This design comes from an exercise in tuning for small area on the open sky130 flow, not from production work. For this run, only the layout was checked, not whether the RTL still works. Power is estimated from default activity; no workload was simulated.

==> flow/design.v <==
module ppogatt_te (
    input  wire         clk,
    input  wire         rst,             
    input  wire         init,            
    input  wire         tick,            
    input  wire         tx_ready_in,     
    input  wire         rx_valid,        
    input  wire [5:0]   rx_len,
    input  wire [255:0] rx_data,
    input  wire         sub_valid,       
    input  wire [5:0]   sub_len,
    input  wire [247:0] sub_data,
    output wire         sub_ready,
    output reg          sub_reject,      
    output wire         tx_valid,        
    output wire [5:0]   tx_len,
    output wire [255:0] tx_frame,
    input  wire         tx_busy,         
    output wire         deliver_valid,   
    output wire [4:0]   deliver_len,
    output wire [247:0] deliver_data,
    output wire         log_valid,       
    output wire [2:0]   log_code,
    output wire         conn_lost,       
    output wire [1:0]   link_state       
);
    localparam MTU             = 32;
    localparam MAX_PAYLOAD     = 31;
    localparam MAX_RETX        = 5;
    localparam RESET_MAX_RETRY = 5;
    localparam RTO_TICKS       = 6;
    localparam RESET_RTO_TICKS = 10;
    localparam BUSY_WAIT_TICKS = 3;
    localparam [1:0] L_DISC = 2'd0, L_AWAIT = 2'd1, L_EST = 2'd2;
    localparam [2:0] C_DATA = 3'd0, C_ACK = 3'd1, C_RESET_REQ = 3'd2,
                     C_RESET_ACK = 3'd3;
    localparam [2:0] LOG_MALFORMED = 3'd1, LOG_UNKNOWN_CMD = 3'd2,
                     LOG_BUSY_WAIT = 3'd3, LOG_RETX_CEIL = 3'd4,
                     LOG_RESET_CEIL = 3'd5;
    localparam [2:0] A_NONE = 3'd0, A_HOLD = 3'd1, A_RSTACK = 3'd2,
                     A_RSTREQ = 3'd3, A_RTIMEOUT = 3'd4, A_ACK = 3'd5,
                     A_RTO = 3'd6, A_NEWDATA = 3'd7;
    reg [1:0] link;
    reg       req_pending;
    reg [3:0] reset_age;
    reg [2:0] reset_retry;
    reg       rst_ack_pending;
    reg [255:0] rxq_data [0:3];
    reg [5:0]   rxq_len  [0:3];
    reg [1:0]   rxq_rd, rxq_wr;
    reg [2:0]   rxq_cnt;
    reg [4:0] rx_cursor;
    reg [4:0] last_delivered;
    reg       ack_pending;
    reg [247:0] txq_data [0:3];
    reg [4:0]   txq_len  [0:3];
    reg [1:0]   txq_rd, txq_wr;
    reg [2:0]   txq_cnt;
    reg         ofq_valid;
    reg [4:0]   ofq_seq;
    reg [247:0] ofq_payload;
    reg [4:0]   ofq_len;
    reg [2:0]   ofq_retx;
    reg [2:0]   ofq_age;
    reg [4:0] next_tx_seq;
    reg         hold_valid;
    reg [255:0] hold_frame;
    reg [5:0]   hold_len;
    reg [2:0]   hold_kind;
    reg [4:0]   hold_seq;
    reg [1:0]   wait_age;
    reg         ready_seen;
    reg         last_was_tx;
    wire [255:0] rx_head     = rxq_data[rxq_rd];
    wire [5:0]   rx_head_len = rxq_len[rxq_rd];
    wire [2:0]   rx_cmd      = rx_head[2:0];
    wire [4:0]   rx_seq      = rx_head[7:3];
    wire [247:0] txq_head     = txq_data[txq_rd];
    wire [4:0]   txq_head_len = txq_len[txq_rd];
    reg [2:0] tx_action;
    always @* begin
        if (hold_valid)
            tx_action = (ready_seen || wait_age == BUSY_WAIT_TICKS) ? A_HOLD : A_NONE;
        else if (rst_ack_pending)
            tx_action = A_RSTACK;
        else if (link == L_AWAIT && req_pending)
            tx_action = A_RSTREQ;
        else if (link == L_AWAIT && reset_age == RESET_RTO_TICKS)
            tx_action = A_RTIMEOUT;
        else if (link == L_EST && ack_pending)
            tx_action = A_ACK;
        else if (link == L_EST && ofq_valid && ofq_age == RTO_TICKS)
            tx_action = A_RTO;
        else if (link == L_EST && txq_cnt != 3'd0 && !ofq_valid)
            tx_action = A_NEWDATA;
        else
            tx_action = A_NONE;
    end
    wire rx_en = (rxq_cnt != 3'd0);
    wire tx_en = (tx_action != A_NONE);
    wire rx_go = rx_en && (!tx_en || last_was_tx);
    wire tx_go = tx_en && !rx_go;
    reg         send;
    reg [255:0] send_frame;
    reg [5:0]   send_len;
    reg [2:0]   send_kind;
    reg [4:0]   send_seq;
    always @* begin
        send       = 1'b0;
        send_frame = 256'd0;
        send_len   = 6'd1;
        send_kind  = C_DATA;
        send_seq   = 5'd0;
        if (tx_go) begin
            case (tx_action)
                A_HOLD: begin
                    send       = 1'b1;
                    send_frame = hold_frame;
                    send_len   = hold_len;
                    send_kind  = hold_kind;
                    send_seq   = hold_seq;
                end
                A_RSTACK: begin
                    send       = 1'b1;
                    send_frame = {248'd0, 5'd0, C_RESET_ACK};
                    send_kind  = C_RESET_ACK;
                end
                A_RSTREQ: begin
                    send       = 1'b1;
                    send_frame = {248'd0, 5'd0, C_RESET_REQ};
                    send_kind  = C_RESET_REQ;
                end
                A_ACK: begin
                    send       = 1'b1;
                    send_frame = {248'd0, last_delivered, C_ACK};
                    send_kind  = C_ACK;
                    send_seq   = last_delivered;
                end
                A_RTO: begin
                    if (ofq_retx < MAX_RETX) begin
                        send       = 1'b1;
                        send_frame = {ofq_payload, ofq_seq, C_DATA};
                        send_len   = {1'b0, ofq_len} + 6'd1;
                        send_kind  = C_DATA;
                        send_seq   = ofq_seq;
                    end
                end
                A_NEWDATA: begin
                    send       = 1'b1;
                    send_frame = {txq_head, next_tx_seq, C_DATA};
                    send_len   = {1'b0, txq_head_len} + 6'd1;
                    send_kind  = C_DATA;
                    send_seq   = next_tx_seq;
                end
                default: ;
            endcase
        end
    end
    assign tx_valid = send;
    assign tx_frame = send_frame;
    assign tx_len   = send_len;
    wire send_ok   = send && !tx_busy;
    wire send_busy = send && tx_busy;
    wire [4:0] rx_dist   = rx_seq - rx_cursor;       
    wire       rx_empty  = (rx_head_len == 6'd0);
    wire       rx_is_data = rx_go && !rx_empty && rx_cmd == C_DATA && link == L_EST;
    wire       rx_inorder = rx_is_data && rx_dist == 5'd0;
    wire       rx_dup     = rx_is_data && rx_dist[4];    
    assign deliver_valid = rx_inorder;
    assign deliver_len   = rx_head_len[4:0] - 5'd1;
    assign deliver_data  = rx_head[255:8];
    wire [4:0] retire_dist = ofq_seq - rx_seq;
    wire       retire_hit  = ofq_valid && (retire_dist == 5'd0 || retire_dist[4]);
    reg [2:0] log_c;
    reg       lost;
    always @* begin
        log_c = 3'd0;
        lost  = 1'b0;
        if (rx_go) begin
            if (rx_empty)
                log_c = LOG_MALFORMED;
            else if (rx_cmd[2])
                log_c = LOG_UNKNOWN_CMD;
        end
        if (tx_go) begin
            case (tx_action)
                A_HOLD:     if (!ready_seen) log_c = LOG_BUSY_WAIT;
                A_RTO:      if (ofq_retx >= MAX_RETX) log_c = LOG_RETX_CEIL;
                A_RTIMEOUT: if (reset_retry >= RESET_MAX_RETRY) begin
                                log_c = LOG_RESET_CEIL;
                                lost  = 1'b1;
                            end
                default: ;
            endcase
        end
    end
    assign log_valid  = (log_c != 3'd0);
    assign log_code   = log_c;
    assign conn_lost  = lost;
    assign link_state = link;
    assign sub_ready  = (txq_cnt != 3'd4);
    reg [1:0] link_n;
    reg       req_pending_n;
    reg [3:0] reset_age_n;
    reg [2:0] reset_retry_n;
    reg       rst_ack_pending_n;
    reg [1:0] rxq_rd_n, rxq_wr_n;
    reg [2:0] rxq_cnt_n;
    reg [4:0] rx_cursor_n, last_delivered_n;
    reg       ack_pending_n;
    reg [1:0] txq_rd_n, txq_wr_n;
    reg [2:0] txq_cnt_n;
    reg       ofq_valid_n;
    reg [4:0] ofq_seq_n;
    reg [2:0] ofq_retx_n, ofq_age_n;
    reg       ofq_load;
    reg [4:0] next_tx_seq_n;
    reg       hold_valid_n;
    reg       hold_load;
    reg [1:0] wait_age_n;
    reg       ready_seen_n;
    reg       rx_push, tx_push;
    task clear_seq_state;
        begin
            rx_cursor_n       = 5'd0;
            last_delivered_n  = 5'd31;
            ack_pending_n     = 1'b0;
            ofq_valid_n       = 1'b0;
            next_tx_seq_n     = 5'd0;
            hold_valid_n      = 1'b0;
            wait_age_n        = 2'd0;
            ready_seen_n      = 1'b0;
            req_pending_n     = 1'b0;
            rst_ack_pending_n = 1'b0;
            reset_age_n       = 4'd0;
            reset_retry_n     = 3'd0;
        end
    endtask
    always @* begin
        link_n            = link;
        req_pending_n     = req_pending;
        reset_age_n       = reset_age;
        reset_retry_n     = reset_retry;
        rst_ack_pending_n = rst_ack_pending;
        rxq_rd_n          = rxq_rd;
        rxq_wr_n          = rxq_wr;
        rxq_cnt_n         = rxq_cnt;
        rx_cursor_n       = rx_cursor;
        last_delivered_n  = last_delivered;
        ack_pending_n     = ack_pending;
        txq_rd_n          = txq_rd;
        txq_wr_n          = txq_wr;
        txq_cnt_n         = txq_cnt;
        ofq_valid_n       = ofq_valid;
        ofq_seq_n         = ofq_seq;
        ofq_retx_n        = ofq_retx;
        ofq_age_n         = ofq_age;
        ofq_load          = 1'b0;
        next_tx_seq_n     = next_tx_seq;
        hold_valid_n      = hold_valid;
        hold_load         = 1'b0;
        wait_age_n        = wait_age;
        ready_seen_n      = ready_seen;
        rx_push           = 1'b0;
        tx_push           = 1'b0;
        if (rx_go) begin
            rxq_rd_n  = rxq_rd + 2'd1;
            rxq_cnt_n = rxq_cnt - 3'd1;
            if (!rx_empty) begin
                case (rx_cmd)
                    C_DATA: begin
                        if (rx_inorder) begin
                            rx_cursor_n      = rx_seq + 5'd1;
                            last_delivered_n = rx_seq;
                            ack_pending_n    = 1'b1;
                        end else if (rx_dup) begin
                            ack_pending_n    = 1'b1;
                        end
                    end
                    C_ACK: begin
                        if (link == L_EST && retire_hit)
                            ofq_valid_n = 1'b0;
                    end
                    C_RESET_REQ: begin
                        clear_seq_state;
                        rst_ack_pending_n = 1'b1;
                        link_n            = L_EST;
                    end
                    C_RESET_ACK: begin
                        if (link == L_AWAIT) begin
                            link_n        = L_EST;
                            req_pending_n = 1'b0;
                            reset_age_n   = 4'd0;
                            reset_retry_n = 3'd0;
                            if (hold_valid && hold_kind == C_RESET_REQ) begin
                                hold_valid_n = 1'b0;
                                wait_age_n   = 2'd0;
                                ready_seen_n = 1'b0;
                            end
                        end
                    end
                    default: ;   
                endcase
            end
        end
        if (tx_go) begin
            case (tx_action)
                A_RSTACK:  rst_ack_pending_n = 1'b0;
                A_RSTREQ: begin
                    req_pending_n = 1'b0;
                    reset_age_n   = 4'd0;
                end
                A_RTIMEOUT: begin
                    if (reset_retry < RESET_MAX_RETRY) begin
                        reset_retry_n = reset_retry + 3'd1;
                        req_pending_n = 1'b1;
                    end else begin
                        link_n        = L_DISC;
                        reset_age_n   = 4'd0;
                        reset_retry_n = 3'd0;
                    end
                end
                A_ACK:     ack_pending_n = 1'b0;
                A_RTO: begin
                    if (ofq_retx < MAX_RETX) begin
                        ofq_retx_n = ofq_retx + 3'd1;
                    end else begin
                        clear_seq_state;
                        link_n        = L_AWAIT;
                        req_pending_n = 1'b1;
                    end
                end
                A_NEWDATA: begin
                    txq_rd_n      = txq_rd + 2'd1;
                    txq_cnt_n     = txq_cnt - 3'd1;
                    ofq_valid_n   = 1'b1;
                    ofq_load      = 1'b1;
                    ofq_seq_n     = next_tx_seq;
                    ofq_retx_n    = 3'd0;
                    ofq_age_n     = 3'd0;
                    next_tx_seq_n = next_tx_seq + 5'd1;
                end
                default: ;
            endcase
            if (send) begin
                wait_age_n   = 2'd0;
                ready_seen_n = 1'b0;
                if (send_ok) begin
                    if (tx_action == A_HOLD)
                        hold_valid_n = 1'b0;
                    if (send_kind == C_DATA && ofq_valid_n && ofq_seq_n == send_seq)
                        ofq_age_n = 3'd0;
                    if (send_kind == C_RESET_REQ && link_n == L_AWAIT)
                        reset_age_n = 4'd0;
                end else begin
                    hold_valid_n = 1'b1;
                    hold_load    = 1'b1;
                end
            end
        end
        if (init) begin
            clear_seq_state;
            rxq_rd_n      = 2'd0;
            rxq_wr_n      = 2'd0;
            rxq_cnt_n     = 3'd0;
            txq_rd_n      = 2'd0;
            txq_wr_n      = 2'd0;
            txq_cnt_n     = 3'd0;
            link_n        = L_AWAIT;
            req_pending_n = 1'b1;
        end
        if (tick) begin
            if (ofq_valid_n && ofq_age_n != RTO_TICKS)
                ofq_age_n = ofq_age_n + 3'd1;
            if (link_n == L_AWAIT && !req_pending_n && reset_age_n != RESET_RTO_TICKS)
                reset_age_n = reset_age_n + 4'd1;
            if (hold_valid_n && wait_age_n != BUSY_WAIT_TICKS)
                wait_age_n = wait_age_n + 2'd1;
        end
        if (tx_ready_in && hold_valid_n)
            ready_seen_n = 1'b1;
        if (rx_valid && rx_len <= MTU && rxq_cnt != 3'd4) begin
            rx_push   = 1'b1;
            rxq_wr_n  = rxq_wr_n + 2'd1;
            rxq_cnt_n = rxq_cnt_n + 3'd1;
        end
        if (sub_valid && sub_len <= MAX_PAYLOAD && sub_ready) begin
            tx_push   = 1'b1;
            txq_wr_n  = txq_wr_n + 2'd1;
            txq_cnt_n = txq_cnt_n + 3'd1;
        end
    end
    wire [1:0] rxq_wslot = init ? 2'd0 : rxq_wr;
    wire [1:0] txq_wslot = init ? 2'd0 : txq_wr;
    always @(posedge clk) begin
        if (rst) begin
            link            <= L_DISC;
            req_pending     <= 1'b0;
            reset_age       <= 4'd0;
            reset_retry     <= 3'd0;
            rst_ack_pending <= 1'b0;
            rxq_rd          <= 2'd0;
            rxq_wr          <= 2'd0;
            rxq_cnt         <= 3'd0;
            rx_cursor       <= 5'd0;
            last_delivered  <= 5'd31;
            ack_pending     <= 1'b0;
            txq_rd          <= 2'd0;
            txq_wr          <= 2'd0;
            txq_cnt         <= 3'd0;
            ofq_valid       <= 1'b0;
            ofq_seq         <= 5'd0;
            ofq_retx        <= 3'd0;
            ofq_age         <= 3'd0;
            next_tx_seq     <= 5'd0;
            hold_valid      <= 1'b0;
            wait_age        <= 2'd0;
            ready_seen      <= 1'b0;
            last_was_tx     <= 1'b0;
            sub_reject      <= 1'b0;
        end else begin
            link            <= link_n;
            req_pending     <= req_pending_n;
            reset_age       <= reset_age_n;
            reset_retry     <= reset_retry_n;
            rst_ack_pending <= rst_ack_pending_n;
            rxq_rd          <= rxq_rd_n;
            rxq_wr          <= rxq_wr_n;
            rxq_cnt         <= rxq_cnt_n;
            rx_cursor       <= rx_cursor_n;
            last_delivered  <= last_delivered_n;
            ack_pending     <= ack_pending_n;
            txq_rd          <= txq_rd_n;
            txq_wr          <= txq_wr_n;
            txq_cnt         <= txq_cnt_n;
            ofq_valid       <= ofq_valid_n;
            ofq_seq         <= ofq_seq_n;
            ofq_retx        <= ofq_retx_n;
            ofq_age         <= ofq_age_n;
            next_tx_seq     <= next_tx_seq_n;
            hold_valid      <= hold_valid_n;
            wait_age        <= wait_age_n;
            ready_seen      <= ready_seen_n;
            if (rx_go)
                last_was_tx <= 1'b0;
            else if (tx_go)
                last_was_tx <= 1'b1;
            sub_reject      <= sub_valid && sub_len > MAX_PAYLOAD;
        end
    end
    always @(posedge clk) begin
        if (!rst && rx_push) begin
            rxq_data[rxq_wslot] <= rx_data;
            rxq_len[rxq_wslot]  <= rx_len;
        end
        if (!rst && tx_push) begin
            txq_data[txq_wslot] <= sub_data;
            txq_len[txq_wslot]  <= sub_len[4:0];
        end
        if (ofq_load) begin
            ofq_payload <= txq_head;
            ofq_len     <= txq_head_len;
        end
        if (hold_load) begin
            hold_frame <= send_frame;
            hold_len   <= send_len;
            hold_kind  <= send_kind;
            hold_seq   <= send_seq;
        end
    end
endmodule
==> flow/run.sh <==
#!/bin/bash
# synth_recipe.tcl (not shown) runs the flow's synth.tcl, then flattens the netlist and writes it again
# the make line also repeats each setting of config.mk as NAME=value (left out here)
make -C /OpenROAD-flow-scripts/flow DESIGN_CONFIG=/design/flow/config.mk WORK_HOME=/design/flow/orfs CLKGATE_MAP_FILE= SYNTH_SCRIPT=/design/flow/synth_recipe.tcl finish
==> flow/config.mk <==
export PLATFORM = sky130hd
export DESIGN_NAME = ppogatt_te
export DESIGN_NICKNAME = ppogatt_te
export VERILOG_FILES = /design/flow/design.v
export SDC_FILE = /design/flow/constraint.sdc
export NUM_CORES = 4
export LEC_CHECK = 0
export CAP_MARGIN = 20
export CORE_MARGIN = 2
export CORE_UTILIZATION = 40
export PLACE_DENSITY = 0.6
export SLEW_MARGIN = 20
==> flow/constraint.sdc <==
create_clock -name core_clock -period 10.0 [get_ports {clk}]
set_input_delay 2.0000 -clock core_clock [delete_from_list [all_inputs] [get_ports {clk}]]
set_output_delay 2.0000 -clock core_clock [all_outputs]
set_load 0.01 [all_outputs]
==> run notes <==
Status - no timing/DRC/antenna violations
CTS tree - yes
Final hold viol count - 0
Post CTS Setup Buffer Count - 0
Cell depth of the worst setup path - 10
Routability-driven placement congestion ratio - 0.8365
ANT nets after route - 0
Tot GR Track Use - 20.24%
Post-Route Utilization - 49.87%
Reg2Reg Depth - 15
Number of global-route vias before repair - 51510
Worst-Margin Slew - 1.266 ns
Commonest non-fill, non-tap cell in the layout - edfxtp_1
Fraction of layout cells with a size suffix above 1 - 16.45%
Peak supply drop - 0.1524 mV
Setup TNS Final - 0 ns
Post-synthesis cell area - 99080 um^2
CP Capture Point - tx_frame[172]
# rows - 182
Post-synth cell types - 89
Clk slew on worst S/H paths - 0.06 ns
Antenna violations before repair - 99
Root buf cell - clkbuf_16
Slew Viols, Final - 0
PD cells - 199.2 nW/um^2
Initial Util - 40.25%
Most frequent cells in the layout - edfxtp_1, clkdlybuf4s50_1, mux4_2, nand2_1, clkbuf_16
Complex-gate fraction of the synthesized area - 4.180%
WP data arrival - 5.11 ns
CP max stage delay - 0.61 ns
DR pass1 iterations - 6
Clock skew - 0.1072 ns
Total of max-cap violations - 0
Synthesized-area fraction occupied by adder cells - 0.4672%
Largest net degree at the start of global routing - 153
Net Count, Synth - 5287
Max Fclk - 140.5 MHz
Storage cell area - 78840 um^2
Slowest cell on crit path - buf_4
# DRC - 0
Yosys top cell by area - edfxtp_1
CP cell instances - inv_1, ha_1, nor2b_1, o21a_2, nor4_4, buf_4, buf_12, a22oi_1, a21oi_1, clkdlybuf4s50_1
Seq/Total Area, Yosys - 79.56%
Crit path kind - reg2out
Die outline width - 501.7 um
Crit start category - flop
Launch instance of the worst register-to-register path - link[1]
Wire length of the first global-routing pass - 372.2 mm
Via Count - 51530
Num CTS Buffers - 297
Syn_area_per_cell - 20.96 um^2
CP startpoint - txq_cnt[0]
Cts hold-fix bufs - 0
Later-pin clock latency in the skew report - 0.94 ns
Top cell type's share of synthesized area - 78.29%
Post-layout net count - 6451
Post-CTS resize count - 0
Setup violators final - 0
R2R Setup Slk - 4.81 ns
Area delta synth->final - 23.90%
Fill count - 19900
Fin crit share - 71.15%
Routed Wire Length - 262.1 mm
GRT overflow - 0
Min-Delay Path Class - reg2reg
Die Y - 501.7 um
Via-per-instance ratio - 5.462
Worst slew margin - 15.62%
RR Endpoint - ofq_age[0]
XOR/XNOR Fraction of Synth Area - 0.3182%
CP delay by family, top - buffers and inverters
Dominant synthesized flop cell - edfxtp_1
FF+latch count, synth - 2646
Die Area - 251700 um^2
Synth Warn # - 1
Hold Path Cell Cnt - 2
Mapped Cells - 4726
Post-Synth Simple-Gate Area - 2.493%
Fraction of registers with async set or reset after synthesis - 0%
Lkg Pwr - 37.10 nW
Required @ worst endpoint - 8.00 ns
Max Fanout on Critical Path - 143
Synth area leaders - edfxtp_1, mux4_2, a22oi_1, a21oi_1, dfxtp_1
Design Power - 24.45 mW
Critical path buffers and inverters - 4
IO buf count - 1049
Setup crit end kind - output port
Core ar. - 246200 um^2
Multi-input logic area - 19160 um^2
Clk buf depth - 4
Largest family of logic cells by synthesized area - multiplexers
Wire per inst - 27.79 um
DR iter-0 viols - 4850
Clock sink total - 2646
EDFF count, synth - 2583
I/O pins - 1050
Multiplexer area fraction after synthesis - 11.84%
RSZ-0062 raised after global routing - false
Maximum level of the CTS H-tree - 5
DP HPWL - 165.1 mm
Post-layout min period - 7.115 ns
-- state kept, by name, indices dropped and copies added (netlist names), 4 cells and up, named ones only --
| register | count |
|---|---|
| last_delivered | 5 |
| txq_len | 20 |
| ofq_len | 5 |
| hold_seq | 5 |
| rxq_len | 24 |
| hold_len | 6 |
| rxq_data | 1024 |
| reset_age | 4 |
| ofq_payload | 248 |
| txq_data | 992 |
| next_tx_seq | 5 |
| ofq_seq | 5 |
| hold_frame | 256 |
| rx_cursor | 5 |
-- cell type report --
class | instances | share of cell area (%)
Antenna cell | 29 | 0.05911
Clock buffer | 373 | 6.442
Clock inverter | 129 | 0.9805
Inverter | 44 | 0.1407
Multi-Input combinational cell | 1788 | 15.61
Sequential cell | 2646 | 64.22
Tap cell | 3312 | 3.376
Timing Repair Buffer | 1113 | 9.169
-- cell families (layout without fill, tap and decap cells) --
family,count (synthesis),in the layout
flops,2646,2646
compound gates,649,649
simple gates,539,539
mux,527,527
buf+inv,292,1659
fa+ha+maj,37,37
xor+xnor,36,36
other cells,0,29
-- routing by layer --
layer	wire, um	up-vias	GRT usage, %
met5	582	-	0
met4	7815	92	6.191
met1	105000	26980	26.62
met3	25140	521	6.952
met2	123600	2031	31.78
li1	-	21910	-
-- worst reg2reg max path, cell delays in order, from the launching register on --
cell     delay (ns)
dfxtp_1        0.50
nor2b_4        0.40
nand4_4        0.26
nor3_4         0.70
buf_4          0.77
mux2i_2        0.44
nor2_1         0.07
mux2_2         0.29
a311o_1        0.40
a31oi_4        0.33
and2_1         0.20
ha_1           0.22
nand2_1        0.08
nor3b_1        0.15
a41oi_1        0.18
a31oi_1        0.10
-- worst min-delay path by stage --
stage | from | to
2_1_floorplan | last_delivered[1] | last_delivered[1]
3_3_place_gp | reset_retry[2] | reset_retry[2]
3_5_place_dp | ofq_age[1] | ofq_age[1]
4_1_cts | ofq_age[1] | ofq_age[1]
5_1_grt | ofq_retx[2] | ofq_retx[2]
6_report | ofq_age[1] | ofq_age[1]
-- cells in the mapped netlist, types with 6 or more instances --
master	number
o21ai_0	24
xnor2_1	19
inv_1	43
a22oi_1	261
mux4_2	515
a31oi_1	8
nand3_1	23
nor2_1	89
and3_1	9
ha_1	37
nand2_1	308
mux2i_1	9
dfxtp_1	63
nand4_1	6
a21oi_1	292
xor2_1	17
a211oi_1	6
nand2b_1	19
nor3_1	13
clkbuf_1	167
or3_1	8
buf_1	74
edfxtp_1	2583
and2_1	18
nor2b_1	7
-- per-stage QoR --
stage | hold slack [ns] | cell area [um^2] | setup slack [ns] | std cells
floorplan | 0.4335 | 99080 | 0.2030 | 4726
global placement | 0.4803 | 113600 | 3.865 | 8903
detailed placement | 0.4837 | 113600 | 3.851 | 8903
CTS | 0.4928 | 122700 | 2.867 | 9405
global route | 0.5361 | 122700 | 2.703 | 9412
finish | 0.4986 | 122800 | 2.885 | 9434
-- where the power goes --
part / switching (mW) / total (mW) / internal [mW]
registers: 0.0621 / 12.4 / 12.3
logic: 0.885 / 1.72 / 0.839
clock network: 4.20 / 10.3 / 6.14
total: 5.14 / 24.4 / 19.3

## separate check: timing with driven ports
The results above use ideal ports. As a check the final layout listed here was re-extracted and re-timed, cells and wires unchanged.
Step 1 (the two cells are an assumption about what drives the block):
set clk [get_ports {clk}]
set_driving_cell -lib_cell sky130_fd_sc_hd__clkbuf_16 $clk
set_driving_cell -lib_cell sky130_fd_sc_hd__buf_2 [delete_from_list [all_inputs] $clk]
Step 2 adds t to the input delays and takes it off the output delays; t is the mean of the earliest and latest rising clock arrival at the registers after step 1. Input paths then give back, and output paths get back, about the clock's delay inside the block.
a / b / c = no drivers / after step 1 / after step 2; a / b = the first two.
shift t [ns]: 0.978
setup WS [ns]: 2.885 / 2.795 / 3.773
pins driven straight from the clock port: 1
After both steps this run still meets setup and hold. For this run, drivers alone change the setup slack by -0.090 ns; drivers and shift together by +0.888 ns.
